This design comes from an exercise in tuning for small area on the open sky130 flow, not from production work.
Function was checked by simulation only, so behaviour that the tests miss may differ from the original.
No activity file was given, so power comes from the tool's default toggle rates.

==> job 8728: inputs <==
// pico_i2c_slave
module pico_i2c_slave (
    input  wire       clk,
    input  wire       rst,
    input  wire       scl_i,
    input  wire       sda_i,
    output wire       sda_o,
    output reg        rx_ovf,
    output reg        tx_ovf,
    output reg  [1:0] diag_code
);
clock: 10.0 ns
lec_check: 0
cap_margin: 20
core_margin: 2
core_utilization: 40
slew_margin: 20
run.sh (not shown) runs the stock make flow with config.mk's settings and CLKGATE_MAP_FILE= SYNTH_SCRIPT=/design/flow/synth_recipe.tcl, a recipe that flattens the netlist after the stock synthesis.
==> inputs of job 2774, as changes to job 8728 <==
==> flow/flow/run.sh (new file) <==
#!/bin/bash
# Layout flow: the standard synthesis, then the combinational logic of
# the synthesized netlist is re-mapped by ABC with a stronger area script
# (flip-flops keep their instances, names and cell types), then the rest of
# the standard layout from floorplan to finish.
# Each tool's full output goes to a log file in this folder.
set -euo pipefail
HERE=$(pwd)
RES=$HERE/orfs/results/${FLOW_PLATFORM:-sky130hd}/pico_i2c_slave/base
YOSYS=$FLOW_HOME/../tools/install/yosys/bin/yosys
[ -x "$YOSYS" ] || YOSYS=yosys

bash standard.sh synth > standard_synth.log 2>&1

cp $RES/1_2_yosys.v $HERE/synth_standard.v
export LIB=$FLOW_HOME/platforms/sky130hd/lib/sky130_fd_sc_hd__tt_025C_1v80.lib
export IN_V=$HERE/synth_standard.v
export OUT_V=$HERE/synth_reopt
export TOP=${FLOW_TOP:-pico_i2c_slave}
export ABC_SCRIPT=$HERE/flow/reopt.abc
export DONT_USE="$(sed -n '/^export DONT_USE_CELLS/,/^#/p' $FLOW_HOME/platforms/sky130hd/config.mk | grep -o 'sky130_fd_sc_hd__[a-z0-9_]*' | tr '\n' ' ')"
export KEEP_CELLS="$(grep -o 'sky130_fd_sc_hd__[a-z0-9_]*' $IN_V | sort -u | grep -E '__(df|edf|sdf|dl|conb|tap|fill|decap|diode)' | tr '\n' ' ')"
$YOSYS -c $HERE/flow/reopt.tcl > reopt_yosys.log 2>&1
python3 $HERE/flow/pick_top.py $OUT_V.all $OUT_V.v $TOP > pick_top.log 2>&1

# Hand the re-mapped netlist to the rest of the standard flow.
cp $OUT_V.v $RES/1_2_yosys.v
touch $RES/1_2_yosys.v
bash standard.sh finish > standard_finish.log 2>&1
==> flow/flow/pick_top.py (new file) <==
# Keep only the top module of a Yosys netlist (drops the library cell models).
import sys, re
s = open(sys.argv[1]).read()
mods = re.findall(r'(module\s+(\S+?)\s*\(.*?endmodule)', s, re.S)
top = [m for m, n in mods if n == sys.argv[3]]
assert len(top) == 1, "top module not found"
open(sys.argv[2], 'w').write(top[0] + "\n")
print("kept", sys.argv[3], "of", [n for m, n in mods][:5], "...")
==> flow/flow/reopt.abc (new file) <==
strash
balance
rewrite
refactor
balance
rewrite
rewrite -z
balance
refactor -z
rewrite -z
balance
balance
rewrite
refactor
balance
rewrite
rewrite -z
balance
refactor -z
rewrite -z
balance
balance
rewrite
refactor
balance
rewrite
rewrite -z
balance
refactor -z
rewrite -z
balance
dch
amap
topo
==> flow/flow/reopt.tcl (new file) <==
# Re-map the combinational logic of a mapped sky130hd netlist.
# Flip-flops (and tie cells) are kept as they are: same instances, names and
# cell types. Every other cell is replaced by its function (from the
# liberty file) and the logic is re-mapped by ABC with an area script.
yosys -import
set lib    $::env(LIB)
set in     $::env(IN_V)
set out    $::env(OUT_V)
set top    $::env(TOP)
set script $::env(ABC_SCRIPT)
read_liberty -ignore_miss_func $lib
read_verilog $in
hierarchy -top $top
foreach c $::env(KEEP_CELLS) { setattr -mod -set keep_hierarchy 1 $c }
flatten
opt_clean -purge
opt -purge
set du {}
foreach c $::env(DONT_USE) { lappend du -dont_use $c }
abc -liberty $lib {*}$du -script $script
opt_clean -purge
hilomap -singleton -hicell sky130_fd_sc_hd__conb_1 HI -locell sky130_fd_sc_hd__conb_1 LO
splitnets
opt_clean -purge
tee -o $out.stat stat -liberty $lib
write_verilog -noattr -noexpr -nohex -nodec $out.all
==> flow/standard.sh (new file) <==
#!/bin/bash
# synth_recipe.tcl (not shown) runs the flow's synth.tcl, then flattens the netlist and writes it again
# the make line also repeats each setting of config.mk as NAME=value (left out here)
make -C /OpenROAD-flow-scripts/flow DESIGN_CONFIG=/design/flow/config.mk WORK_HOME=/design/flow/orfs CLKGATE_MAP_FILE= SYNTH_SCRIPT=/design/flow/synth_recipe.tcl "${@:-finish}"
removed: flow/run.sh
==> results.txt <==
- Clock power: job 8728 is higher than job 2774 (27%).
- Between job 2774 and job 8728, the lower fmax is in job 2774 (gap 17%, measured against job 8728).
- In job 2774 the register-to-register slack is lower than in job 8728, by 0.64 ns.
- Of job 2774 and job 8728, job 2774 has the higher sequential share of layout area (gap 6.8 points).

static timing again, ports no longer ideal:
Ports are ideal in the flow. The routed layouts listed here were re-timed in OpenROAD. Step 1 (the two cells are an assumption about what drives the block):
set clk [get_ports {clk}]
set_driving_cell -lib_cell sky130_fd_sc_hd__clkbuf_16 $clk
set_driving_cell -lib_cell sky130_fd_sc_hd__buf_2 [delete_from_list [all_inputs] $clk]
Step 2 times the ports against the registers' clock, not the clock port: input delays grow and output delays shrink by t, the midpoint of the rising clock arrivals with the driver on. Three values: ideal, step 1, step 2; two values: the first two.
run	t, ns	setup slack, ns	worst register clock-pin slew, ns
job 8728	0.318	5.841 / 5.845 / 5.527	0.07 / 0.07
job 2774	0.310	4.972 / 4.979 / 4.669	0.07 / 0.07
After both steps setup and hold are still met in every run listed. For job 8728, which loses most, drivers alone change the setup slack by +0.004 ns; drivers and shift together by -0.314 ns.
